This design comes from an exercise in tuning for small area, a short achievable clock period and few clock cycles on the open sky130 flow, not from production work. No run shown here included a check of the RTL's function; only the layout flow was run. Power is estimated from default activity; no workload was simulated.

### design/flow/design.v
module arith_core #(parameter N = 32) (
    input  wire         clk,
    input  wire         rst,
    input  wire         start,
    input  wire [4:0]   cmd,
    input  wire [N-1:0] a_in,
    input  wire [N-1:0] b_in,
    output reg          busy,
    output reg          done,
    output reg  [1:0]   status,
    output wire [N-1:0] res_hi,
    output wire [N-1:0] res_lo,
    output reg  [3:0]   flags
);
    localparam W = 37;                  
    localparam [1:0] ST_OK = 2'd0, ST_DIV0 = 2'd1, ST_ILLEGAL = 2'd2;
    reg [31:0] A;
    reg [32:0] H;
    reg [31:0] L;
    reg        qm1;
    reg [5:0]  cnt;         
    reg [4:0]  sk;          
    reg [4:0]  cmd_r;
    reg        a31;
    reg        qnz;         
    reg        first;       
    reg        mge8, mge2;  
    reg r_booth, r_corr, r_negl, r_negh, r_step, r_sh8, r_sh2;
    assign res_hi = H[31:0];
    assign res_lo = L;
    wire s       = cmd_r[4];
    wire is_add  = cmd_r[3:1] == 3'b000;
    wire sub     = cmd_r[0];
    wire is_mul  = cmd_r[3:2] == 2'b01;
    wire is_div  = cmd_r[3:1] == 3'b100;
    wire illegal = ~(is_add | is_mul | is_div);
    wire sa      = s & a31;
    wire sb      = s & A[31];
    wire corr    = ~s & a31;
    wire a_zero  = A == 32'd0;
    wire op_booth = first ? is_mul : r_booth;
    wire op_corr  = ~first & r_corr;
    wire op_add   = first & is_add;
    wire op_negl  = first ? (is_div & sa) : r_negl;
    wire op_negh  = ~first & r_negh;
    wire op_sh8   = first ? (is_div & ~sa & mge8) : r_sh8;
    wire op_sh2   = first ? (is_div & ~sa & ~mge8 & mge2) : r_sh2;
    wire op_step  = first ? (is_div & ~sa & ~mge2) : r_step;
    wire [2:0] bd0 = {L[1], L[0], qm1};
    wire [2:0] bd1 = {L[3], L[2], L[1]};
    wire b0_zero = (bd0 == 3'b000) | (bd0 == 3'b111);
    wire b0_two  = (bd0 == 3'b011) | (bd0 == 3'b100);
    wire b1_zero = (bd1 == 3'b000) | (bd1 == 3'b111);
    wire b1_two  = (bd1 == 3'b011) | (bd1 == 3'b100);
    wire e     = s & A[31] & ~op_add;
    wire y_en  = op_booth ? ~b0_zero : (op_corr | op_step | op_add);
    wire y_sh  = op_booth & b0_two;
    wire y_inv = op_booth ? bd0[2] : op_step ? ~sb : op_add & sub;
    wire [W-1:0] aext = y_sh ? {e, e, e, e, A, 1'b0} : {e, e, e, e, e, A};
    wire [W-1:0] y    = y_en ? (aext ^ {W{y_inv}}) : {W{1'b0}};
    wire cin = (y_en & y_inv) | op_negl | op_negh;
    wire z_en  = op_booth & ~b1_zero;
    wire z_inv = bd1[2];
    wire [W-1:0] zext = b1_two ? {e, e, A, 3'b000} : {e, e, e, A, 2'b00};
    wire [W-1:0] z    = z_en ? (zext ^ {W{z_inv}}) : {W{1'b0}};
    wire zcin = z_en & z_inv;
    wire [W-1:0] x = (op_booth | op_corr) ? {{4{H[32]}}, H} :
                     op_step              ? {4'b0000, H[31:0], L[31]} :
                     op_negh              ? {5'b00000, ~H[31:0]} :
                     op_negl              ? {5'b00000, ~L} :
                                            {5'b00000, L};
    wire [W-1:0] cs_s = x ^ y ^ z;
    wire [W-1:0] cs_c = {(x[W-2:0] & y[W-2:0]) | (x[W-2:0] & z[W-2:0]) | (y[W-2:0] & z[W-2:0]), zcin};
    wire [W-1:0] sm = cs_s + cs_c + {{(W-1){1'b0}}, cin};
    wire neg = sm[W-1];
    wire [32:0] h_n = op_booth            ? sm[36:4] :
                      (op_corr | op_negh) ? sm[32:0] :
                      op_step             ? {1'b0, neg ? {H[31:0], L[31]} : {1'b0, sm[31:0]}} :
                      op_sh8              ? {1'b0, H[23:0], L[31:24]} :
                      op_sh2              ? {1'b0, H[30:0], L[31:30]} :
                      op_add              ? 33'd0 : H;
    wire [31:0] l_n = op_booth            ? {sm[3:0], L[31:4]} :
                      op_step             ? {L[30:0], ~neg} :
                      op_sh8              ? {L[23:0], 8'd0} :
                      op_sh2              ? {L[29:0], 2'd0} :
                      (op_add | op_negl)  ? sm[31:0] : L;
    wire qbit = op_step & ~neg;
    wire [31:0] dd = sb ? ~A : A;
    reg  [4:0]  m;
    integer i;
    always @* begin
        m = 5'd0;
        for (i = 1; i < 32; i = i + 1)
            if (dd[i]) m = i[4:0];
    end
    wire [5:0] cnt_n = cnt + (op_sh8 ? 6'd8 : op_sh2 ? 6'd2 : (op_step | op_booth) ? 6'd1 : 6'd0);
    wire [4:0] sk_n  = (first ? m : sk) - (op_sh8 ? 5'd8 : op_sh2 ? 5'd2 : 5'd0);
    wire div_more = (op_negl & first) | ((op_sh8 | op_sh2 | op_step) & (cnt_n != 6'd32));
    wire div_end  = op_step & (cnt_n == 6'd32);
    wire mul_last = op_booth & (cnt == 6'd7);
    wire early  = first & (illegal | is_add | (is_div & a_zero));
    wire finish = early
                | (mul_last & ~corr)
                | op_corr
                | (div_end & ~sa & ~sb)
                | (op_negh & sb)
                | (op_negl & ~first);
    wire add_c  = sm[32] ^ sub;
    wire [3:0] add_flags = {sm[31:0] == 32'd0, s & sm[31],
                            x[31] ^ y[31] ^ sm[31] ^ add_c, add_c};
    wire qnz_n = qnz | qbit;
    wire [3:0] div_flags = {~qnz_n, s & l_n[31], sa & sb & l_n[31], 1'b0};
    wire mul_z = a_zero | (L == 32'd0);
    wire [3:0] mul_flags = {mul_z, s & (A[31] ^ L[31]) & ~mul_z, 2'b00};
    wire accept = ~busy & start;
    always @(posedge clk) begin
        if (rst) begin
            busy <= 1'b0;
            done <= 1'b0;
        end else if (accept) begin
            busy <= 1'b1;
            done <= 1'b0;
        end else if (busy & finish) begin
            busy <= 1'b0;
            done <= 1'b1;
        end
    end
    always @(posedge clk) begin
        if (accept) begin
            A     <= b_in;
            L     <= a_in;
            H     <= 33'd0;
            qm1   <= 1'b0;
            cnt   <= 6'd0;
            cmd_r <= cmd;
            a31   <= a_in[31];
            qnz   <= 1'b0;
            first <= 1'b1;
            mge8  <= (cmd[4] & b_in[31]) ? ~&b_in[31:8] : |b_in[31:8];
            mge2  <= (cmd[4] & b_in[31]) ? ~&b_in[31:2] : |b_in[31:2];
        end else if (busy) begin
            H     <= h_n;
            L     <= l_n;
            qm1   <= op_booth ? L[3] : qm1;
            cnt   <= cnt_n;
            sk    <= sk_n;
            qnz   <= qnz_n;
            first <= 1'b0;
            r_booth <= op_booth & ~mul_last;
            r_corr  <= mul_last & corr;
            r_sh8   <= div_more & (sk_n >= 5'd8);
            r_sh2   <= div_more & (sk_n < 5'd8) & (sk_n >= 5'd2);
            r_step  <= div_more & (sk_n < 5'd2);
            r_negh  <= div_end & sa;
            r_negl  <= (div_end & ~sa & sb) | (op_negh & ~sb);
        end
    end
    always @(posedge clk) begin
        if (busy & first & is_mul)
            flags <= mul_flags;
        else if (busy & finish & is_add)
            flags <= add_flags;
        else if (busy & finish & is_div)
            flags <= div_flags;
        if (busy & finish)
            status <= illegal ? ST_ILLEGAL : (early & is_div) ? ST_DIV0 : ST_OK;
    end
endmodule
### design/flow/run.sh
#!/bin/bash
# synth_recipe.tcl (not shown) runs the flow's synth.tcl, then flattens the netlist and writes it again
# the make line also repeats each setting of config.mk as NAME=value (left out here)
make -C /OpenROAD-flow-scripts/flow DESIGN_CONFIG=/design/flow/config.mk WORK_HOME=/design/flow/orfs CLKGATE_MAP_FILE= SYNTH_SCRIPT=/design/flow/synth_recipe.tcl finish
### design/flow/config.mk
export PLATFORM = sky130hd
export DESIGN_NAME = arith_core
export DESIGN_NICKNAME = arith_core
export VERILOG_FILES = /design/flow/design.v
export SDC_FILE = /design/flow/constraint.sdc
export NUM_CORES = 4
export LEC_CHECK = 0
export CAP_MARGIN = 20
export CORE_MARGIN = 2
export CORE_UTILIZATION = 40
export SLEW_MARGIN = 20
### design/flow/constraint.sdc
create_clock -name core_clock -period 20.0 [get_ports {clk}]
set_input_delay 4.0000 -clock core_clock [delete_from_list [all_inputs] [get_ports {clk}]]
set_output_delay 4.0000 -clock core_clock [all_outputs]
set_load 0.01 [all_outputs]
==> results of run 1 <==
registers in the layout, indices dropped and copies added (netlist names), 2 cells and up:
| name | flops |
|---|---|
| L | 32 |
| cnt | 6 |
| H | 33 |
| sk | 4 |
| A | 32 |
| cmd_r | 5 |
| flags | 4 |
| status | 2 |
cells in the final DEF, fill, tap and decap left out, types with 41 or more instances in the layout:
cell,n
a21oi_1,144
ha_1,43
nor2_1,105
mux2i_1,65
o21ai_0,117
dfxtp_1,46
inv_1,98
nand2_1,213
xor2_1,54
edfxtp_1,87
xnor2_1,89
clkdlybuf4s50_1,143
nor3_1,41
path summary, 6_finish.rpt:
kind         slack [ns]        to
max               11.77  flags[3]
min reg2reg        0.49    cnt[3]
min                0.49    cnt[3]
max reg2reg       11.77  flags[3]
through the flow:
stage          worst slack [ns]  power (mW)  area (um2)  hold WS (ns)  std cells
2_1_floorplan             13.04        1.49       14400         0.455       1833
3_3_place_gp              12.11        2.06       15800         0.478       2254
3_5_place_dp              11.90        2.06       15800         0.484       2254
4_1_cts                   11.89        2.38       16400         0.494       2286
5_1_grt                   11.42        2.55       16400         0.518       2286
6_report                  11.77        2.42       16400         0.489       2286
cell type report:
cell class	instances	share of cell area
inverter	99	0.0228
multi-input combinational	1387	0.589
sequential	133	0.216
clock inverter	11	0.00421
clock buffer	21	0.0307
timing repair buffer	174	0.102
tap	461	0.0353
cell usage after synthesis (5+ instances only):
cell / count / area share
a21o_1: 37 / 0.019
inv_1: 98 / 0.026
buf_4: 33 / 0.017
or3_1: 14 / 0.0061
buf_1: 23 / 0.0060
o211ai_1: 9 / 0.0047
clkbuf_2: 5 / 0.0017
xor2_1: 54 / 0.033
nand2_1: 215 / 0.056
ha_1: 43 / 0.037
nor2b_1: 5 / 0.0022
a211oi_1: 7 / 0.0036
a22oi_1: 16 / 0.0083
a32oi_1: 8 / 0.0049
a221o_1: 23 / 0.016
dfxtp_1: 46 / 0.064
edfxtp_1: 87 / 0.18
fa_1: 38 / 0.053
nand3_1: 37 / 0.013
o31ai_1: 6 / 0.0031
o22ai_1: 16 / 0.0070
a221oi_1: 40 / 0.024
o21bai_1: 8 / 0.0042
a31oi_1: 13 / 0.0056
xnor2_1: 90 / 0.055
nor3_1: 41 / 0.014
nor2_1: 113 / 0.029
a21bo_2: 6 / 0.0042
o2111ai_1: 31 / 0.019
and3_1: 9 / 0.0039
o21ai_1: 5 / 0.0017
clkbuf_1: 152 / 0.040
a21oi_1: 146 / 0.051
mux2i_1: 65 / 0.045
or4_1: 5 / 0.0026
nand4_1: 17 / 0.0074
and2_1: 9 / 0.0039
o221ai_1: 37 / 0.023
nor4_1: 27 / 0.012
a22o_1: 6 / 0.0036
o21ai_0: 119 / 0.041
layer usage:
metal / global-route usage / vias up / part of all wire
met1: 0.387 / 6932 / 0.41
met2: 0.446 / 849 / 0.45
met4: 0.135 / 0 / 0.043
met3: 0.0703 / 163 / 0.10
met5: 0 / - / 0
li1: - / 6627 / -
power breakdown:
part	leakage, nW	internal, mW	switching (mW)
clock network	0.294	0.179	0.136
logic	5.04	0.572	1.02
registers	1.22	0.357	0.159
critical path, cell delays in order, from the launching register on:
cell and delay [ns]:
dfxtp_1 0.65, nand4bb_1 0.29, o31a_2 0.39, buf_4 0.37
o221a_2 0.43, nor2_4 0.10, buf_4 0.48, xnor2_1 0.14
nand2_1 0.13, inv_1 0.06, ha_1 0.29, mux2i_1 0.19
fa_1 0.49, a21o_1 0.17, a21oi_1 0.27, o21ai_1 0.12
a21oi_1 0.35, o21ai_1 0.22, a31o_2 0.27, xnor2_1 0.52
nand3_1 0.11, or4_1 0.43, or4b_1 0.45, or4_1 0.39
or4b_1 0.49, o41ai_2 0.22
cell families (layout without fill, tap and decap cells):
kind of cell	Yosys count	after routing	synth area share
mux	66	66	0.0460
compound gates	576	576	0.273
fa+ha+maj	81	81	0.0902
xor+xnor	144	144	0.0876
flops	133	133	0.245
simple gates	520	520	0.167
buf+inv	313	305	0.0907
==> summary.txt, run 1 <==
result of the run: complete, no violations
total negative slack for setup checks: 0 ns
DRT iter0 DRCs: 1831
gate count of the mapped netlist: 1833
hold violation total from the final report: 0
die outline height: 194 um
placeable core region: 35500 um2
Max Buffers Root-to-Sink: 2
data arrival time at the worst-slack endpoint: 8.50 ns
critical setup path kind: flop to flop
cells resized by post-CTS repair: 0
average cell area after synthesis: 7.86 um2
std cell rows: 69
ys async rst share: 0
Pwr Density: 148 nW/um2
layout cell share with drive strength beyond 1: 0.0586
Final Net Count: 1965
setup repair after global routing missed its margin: false
max-capacitance violation count: 0
count of final max-slew check failures: 0
startpoint type of the worst setup path: flop
launch point of the worst path: first
vias post-DR: 14600
LEAKAGE: 6.56 nW
Syn Nets: 1986
# setup viols final: 0
endpoint class of the critical path: flop
Slew Limit Headroom: 0.259
width of the chip: 194 um
sequential element share of the synthesized area: 0.245
Clock Pin Slew Worst Setup and Hold Paths: 0.08 ns
Req. time, crit path: 20.28 ns
final estimated routing congestion in global placement: 0.941
detail-routed net length per standard cell: 24.4 um
floorplan die area: 37500 um2
number of register bits inferred by synthesis: 133
number of enable flip-flop cells after synthesis: 87
Layout Utilization: 0.461
Worst Path Max Fanout: 77
maximum operating frequency: 122 MHz
number of nets still failing antenna checks after routing: 0
Filler cells: 3513
GRT Util Overall: 0.291
effective utilization at floorplan: 0.406
diodes inserted: 0
number of hold buffers added after CTS: 0
clock latency at the later pin of the worst-skew pair: 0.46 ns
H-tree level count: 4
number of clock buffers inserted by TritonCTS: 17
Residual DRC: 0
register area: 3530 um2
clk root buf: clkbuf_16
via-per-instance ratio: 6.37
global-route wire length before repair: 85.0 mm
CTS tree: done
worst hold path type: flop to flop
share of the cycle needed by the critical path after routing: 0.411
worst setup skew after layout: 0.0213 ns
minimum clock period: 8.23 ns
launch point of the worst hold path: cnt[3]
vias in the first global route: 13900
post-synthesis instance area: 14400 um2
sum of net half-perimeters after detailed placement: 40.9 mm
count of cell types in the netlist: 82
total number of clock tree sinks: 133
PortBufs: 143
area taken by multi-input logic gates: 9640 um2
total iterations of the first detailed-routing run: 6
cell depth of the worst flop-to-flop path: 25
pin count of the biggest net entering global routing: 78
area grow syn2layout: 13.6%
total congestion overflow: 0
WHS Path Cells: 2
Post CTS Setup Buffer Count: 0
primary flip-flop cell chosen by synthesis mapping: edfxtp_1
sum of routed wire length over all layers: 55.7 mm
I/O Pins: 144
worst-margin pin slew: 1.10 ns
antenna violations before repair: 0
start of the worst register-to-register path: first
peak supply drop: 0.0844 mV
Warnings, synthesis: 1
==> inputs of run 2 (changes only) <==
--- a/design/flow/design.v
+++ b/design/flow/design.v
@@ -12,7 +12,7 @@
     output wire [N-1:0] res_lo,
     output reg  [3:0]   flags
 );
-    localparam W = 37;                  
+    localparam W = 35;                  
     localparam [1:0] ST_OK = 2'd0, ST_DIV0 = 2'd1, ST_ILLEGAL = 2'd2;
     reg [31:0] A;
     reg [32:0] H;
@@ -46,40 +46,30 @@
     wire op_sh8   = first ? (is_div & ~sa & mge8) : r_sh8;
     wire op_sh2   = first ? (is_div & ~sa & ~mge8 & mge2) : r_sh2;
     wire op_step  = first ? (is_div & ~sa & ~mge2) : r_step;
-    wire [2:0] bd0 = {L[1], L[0], qm1};
-    wire [2:0] bd1 = {L[3], L[2], L[1]};
-    wire b0_zero = (bd0 == 3'b000) | (bd0 == 3'b111);
-    wire b0_two  = (bd0 == 3'b011) | (bd0 == 3'b100);
-    wire b1_zero = (bd1 == 3'b000) | (bd1 == 3'b111);
-    wire b1_two  = (bd1 == 3'b011) | (bd1 == 3'b100);
+    wire [2:0] bd = {L[1], L[0], qm1};
+    wire b_zero = (bd == 3'b000) | (bd == 3'b111);
+    wire b_two  = (bd == 3'b011) | (bd == 3'b100);
+    wire y_en  = op_booth ? ~b_zero : (op_corr | op_step | op_add);
+    wire y_sh  = op_booth & b_two;
+    wire y_inv = op_booth ? bd[2] : op_step ? ~sb : op_add & sub;
     wire e     = s & A[31] & ~op_add;
-    wire y_en  = op_booth ? ~b0_zero : (op_corr | op_step | op_add);
-    wire y_sh  = op_booth & b0_two;
-    wire y_inv = op_booth ? bd0[2] : op_step ? ~sb : op_add & sub;
-    wire [W-1:0] aext = y_sh ? {e, e, e, e, A, 1'b0} : {e, e, e, e, e, A};
+    wire [W-1:0] aext = y_sh ? {e, e, A, 1'b0} : {e, e, e, A};
     wire [W-1:0] y    = y_en ? (aext ^ {W{y_inv}}) : {W{1'b0}};
     wire cin = (y_en & y_inv) | op_negl | op_negh;
-    wire z_en  = op_booth & ~b1_zero;
-    wire z_inv = bd1[2];
-    wire [W-1:0] zext = b1_two ? {e, e, A, 3'b000} : {e, e, e, A, 2'b00};
-    wire [W-1:0] z    = z_en ? (zext ^ {W{z_inv}}) : {W{1'b0}};
-    wire zcin = z_en & z_inv;
-    wire [W-1:0] x = (op_booth | op_corr) ? {{4{H[32]}}, H} :
-                     op_step              ? {4'b0000, H[31:0], L[31]} :
-                     op_negh              ? {5'b00000, ~H[31:0]} :
-                     op_negl              ? {5'b00000, ~L} :
-                                            {5'b00000, L};
-    wire [W-1:0] cs_s = x ^ y ^ z;
-    wire [W-1:0] cs_c = {(x[W-2:0] & y[W-2:0]) | (x[W-2:0] & z[W-2:0]) | (y[W-2:0] & z[W-2:0]), zcin};
-    wire [W-1:0] sm = cs_s + cs_c + {{(W-1){1'b0}}, cin};
+    wire [W-1:0] x = (op_booth | op_corr) ? {H[32], H[32], H} :
+                     op_step              ? {2'b00, H[31:0], L[31]} :
+                     op_negh              ? {3'b000, ~H[31:0]} :
+                     op_negl              ? {3'b000, ~L} :
+                                            {3'b000, L};
+    wire [W-1:0] sm = x + y + {{(W-1){1'b0}}, cin};
     wire neg = sm[W-1];
-    wire [32:0] h_n = op_booth            ? sm[36:4] :
+    wire [32:0] h_n = op_booth            ? sm[34:2] :
                       (op_corr | op_negh) ? sm[32:0] :
                       op_step             ? {1'b0, neg ? {H[31:0], L[31]} : {1'b0, sm[31:0]}} :
                       op_sh8              ? {1'b0, H[23:0], L[31:24]} :
                       op_sh2              ? {1'b0, H[30:0], L[31:30]} :
                       op_add              ? 33'd0 : H;
-    wire [31:0] l_n = op_booth            ? {sm[3:0], L[31:4]} :
+    wire [31:0] l_n = op_booth            ? {sm[1:0], L[31:2]} :
                       op_step             ? {L[30:0], ~neg} :
                       op_sh8              ? {L[23:0], 8'd0} :
                       op_sh2              ? {L[29:0], 2'd0} :
@@ -97,7 +87,7 @@
     wire [4:0] sk_n  = (first ? m : sk) - (op_sh8 ? 5'd8 : op_sh2 ? 5'd2 : 5'd0);
     wire div_more = (op_negl & first) | ((op_sh8 | op_sh2 | op_step) & (cnt_n != 6'd32));
     wire div_end  = op_step & (cnt_n == 6'd32);
-    wire mul_last = op_booth & (cnt == 6'd7);
+    wire mul_last = op_booth & (cnt == 6'd15);
     wire early  = first & (illegal | is_add | (is_div & a_zero));
     wire finish = early
                 | (mul_last & ~corr)
@@ -141,7 +131,7 @@
         end else if (busy) begin
             H     <= h_n;
             L     <= l_n;
-            qm1   <= op_booth ? L[3] : qm1;
+            qm1   <= op_booth ? L[1] : qm1;
             cnt   <= cnt_n;
             sk    <= sk_n;
             qnz   <= qnz_n;
==> run 2 against run 1 <==
  * Still clean
  * Register-to-register slack better by 0.86 ns
  * Routed wire length is 16% lower
  * Sequential share of layout area is 3.2 points higher
  * Critical endpoint is now H[31]
  * Largest power group unchanged
==> summary.txt, run 2 <==
result of the run: complete, no violations
Syn Nets: 1661 (-16%)
primary flip-flop cell chosen by synthesis mapping: edfxtp_1
final estimated routing congestion in global placement: 0.955 (+1.5%)
post-synthesis instance area: 12200 um2 (-15%)
layout cell share with drive strength beyond 1: 0.0615 (+0.00284)
Filler cells: 2961 (-16%)
PortBufs: 143 (unchanged)
ys async rst share: 0 (unchanged)
endpoint class of the critical path: flop
Most Crowded Layer GR: met2
worst hold path type: flop to flop
width of the chip: 178 um (-7.9%)
leading cell types in the layout, fill and taps excluded: 143 x a21oi_1, 143 x clkdlybuf4s50_1, 141 x nand2_1
average cell area after synthesis: 7.87 um2 (+0.21%)
diodes inserted: 0 (unchanged)
Post CTS Setup Buffer Count: 0 (unchanged)
# setup viols final: 0 (unchanged)
worst-margin pin slew: 1.23 ns (+0.129 ns)
std cell rows: 63 (-8.7%)
critical setup path kind: flop to flop
area grow syn2layout: 17.0%
cells resized by post-CTS repair: 0 (unchanged)
total congestion overflow: 0 (unchanged)
Final Net Count: 1679 (-15%)
met3 capacity usage during global routing: 0.0420 (-0.0283)
total iterations of the first detailed-routing run: 7 (+1)
Clock Pin Slew Worst Setup and Hold Paths: 0.07 ns (about the same)
I/O Pins: 144 (unchanged)
pin count of the biggest net entering global routing: 73 (-6.4%)
die outline height: 178 um (-7.9%)
DRT iter0 DRCs: 2286 (+25%)
total negative slack for setup checks: 0 ns (unchanged)
gate count of the mapped netlist: 1547 (-16%)
Req. time, crit path: 20.36 ns (+0.08 ns)
cell depth of the worst flop-to-flop path: 19 (-24%)
top post-synthesis cells by count: 145 x a21oi_1, 142 x nand2_1, 136 x nor2_1, 123 x o21ai_0, 106 x clkbuf_1
Pwr Density: 128 nW/um2 (-14%)
share of the cycle needed by the critical path after routing: 0.368 (-0.0430)
met2 routing resource usage after global routing: 0.459 (+0.0129)
Layout Utilization: 0.478 (+0.0171)
via-per-instance ratio: 6.54 (+2.6%)
count of cell types in the netlist: 87 (+6.1%)
data arrival time at the worst-slack endpoint: 7.72 ns (-0.78 ns)
peak supply drop: 0.0552 mV (-35%)
number of register bits inferred by synthesis: 133 (unchanged)
GRT Util Overall: 0.290 (-0.00136)
clock latency at the later pin of the worst-skew pair: 0.44 ns (-0.02 ns)
LEAKAGE: 4.97 nW (-24%)
global-route track usage on met1: 0.393 (+0.00620)
number of hold buffers added after CTS: 0 (unchanged)
vias in the first global route: 11700 (-16%)
Slew Limit Headroom: 0.173 (-0.0861)
Reg with most FFs: H
maximum operating frequency: 136 MHz (+12%)
count leader, synth: a21oi_1
clk root buf: clkbuf_16
detail-routed net length per standard cell: 23.8 um (-2.1%)
startpoint type of the worst setup path: flop
WHS Path Cells: 2 (unchanged)
antenna violations before repair: 0 (unchanged)
number of clock buffers inserted by TritonCTS: 17 (unchanged)
number of flip-flops in the largest register: 33 (unchanged)
number of non-filler instances in the completed layout: 1968 (-14%)
largest area contributor in the netlist: edfxtp_1
Max Buffers Root-to-Sink: 2 (unchanged)
sum of net half-perimeters after detailed placement: 32.8 mm (-20%)
total number of clock tree sinks: 133 (unchanged)
H-tree level count: 4 (unchanged)
proportion of netlist area held by the largest area contributor: 0.215 (+0.0331)
floorplan die area: 31900 um2 (-15%)
placeable core region: 29800 um2 (-16%)
setup repair after global routing missed its margin: false
effective utilization at floorplan: 0.409 (+0.00291)
Residual DRC: 0 (unchanged)
worst hold margin: 0.491 ns (+0.00218 ns)
Worst Path Max Fanout: 67 (-13%)
minimum clock period: 7.36 ns (-0.861 ns)
max-capacitance violation count: 0 (unchanged)
Placed Instances: 1935 (-14%)
number of nets still failing antenna checks after routing: 0 (unchanged)
global-route wire length before repair: 70.2 mm (-17%)
sum of routed wire length over all layers: 46.9 mm (-16%)
biggest area contributors in the synthesized netlist: edfxtp_1 21%, dfxtp_1 7.6%, a21oi_1 6.0%
worst setup skew after layout: 0.0110 ns (-0.0103 ns)
number of enable flip-flop cells after synthesis: 87 (unchanged)
Warnings, synthesis: 1 (unchanged)
hold violation total from the final report: 0 (unchanged)
count of final max-slew check failures: 0 (unchanged)
vias post-DR: 12900 (-12%)
largest registers in the final layout: H (33), A (32), L (32)
CTS tree: done
sequential element share of the synthesized area: 0.290 (+0.0448)
## run 2: worst paths after layout
check,end,startpoint,slack (ns)
setup / recovery,H[31],first,12.64
hold / removal,done,done,0.49
setup reg to reg,H[31],first,12.64
hold reg to reg,done,done,0.49
## run 2: logic make-up after synthesis
kind of cell               count (synthesis)  synth area share
DFF                                      133             0.290
muxes                                     39            0.0323
xor gates and xnor gates                 102            0.0734
and+or+nand+nor                          477             0.185
buffers and inverters                    194            0.0714
adders and majority gates                 42            0.0450
AOI/OAI and AO/OA                        560             0.303
## run 2: metrics by stage
step,cell area (um2),setup WS (ns),total power [mW]
floorplan,12200,13.62,1.08
global placement,13600,12.79,1.44
detailed placement,13600,12.76,1.45
CTS,14200,12.71,1.79
global route,14200,12.23,1.90
finish,14200,12.64,1.82
## run 2: per-layer routing
metal,up-vias,share of wire
met1,6090,0.42
met2,806,0.45
met5,-,0
met3,129,0.090
met4,0,0.042
li1,5849,-
## run 2: where the power goes
group          switching, mW  internal [mW]
clock                  0.141          0.198
combinational          0.631          0.380
sequential             0.120          0.350
total                  0.893          0.928
## run 2: cell type report
| cell class | instances | area, um2 | share of cell area |
|---|---|---|---|
| Tap cell | 390 | 488 | 0.0342 |
| Timing Repair Buffer | 167 | 1630 | 0.114 |
| Clock inverter | 14 | 174 | 0.0122 |
| Sequential cell | 133 | 3530 | 0.248 |
| Clock buffer | 18 | 429 | 0.0301 |
| Multi-Input combinational cell | 1220 | 7900 | 0.554 |
| Inverter | 26 | 98.8 | 0.00694 |
## run 2: critical path: stages, from the launching register on
cell and delay, ns:
dfxtp_1 0.76, clkinv_1 0.53, o2bb2ai_4 0.27, buf_4 0.34
a221o_1 0.47, o21ai_4 0.06, buf_4 0.45, o211ai_1 0.18
fa_1 0.54, fa_1 0.49, a21oi_1 0.26, o21ai_2 0.16
a31oi_4 0.26, o211ai_4 0.18, a311oi_4 0.54, o22ai_2 0.36
nor3_4 0.85, a221o_1 0.28, a21oi_1 0.05, a211oi_2 0.23

-- separate check: timing with driven ports --
No port has a modelled driver above. Below, the same layouts with a new extraction and two added sets of constraints. Step 1 sets driving cells, clkbuf_16 on the clock port and buf_2 on the other inputs (assumed; they add their load-dependent delay and slew). Step 2 also shifts input and output timing later by t, the mid clock arrival at the registers, as if the neighbouring blocks saw the same clock. Slacks: ideal / step 1 / step 2; pairs: ideal / step 1.
run | shift t [ns] | setup slack, ns | worst data-port slew with drivers (ns)
run 1 | 0.502 | 11.774 / 11.774 / 11.774 | 0.05
run 2 | 0.485 | 12.635 / 12.635 / 12.635 | 0.04
After both steps setup and hold are still met in every run listed.
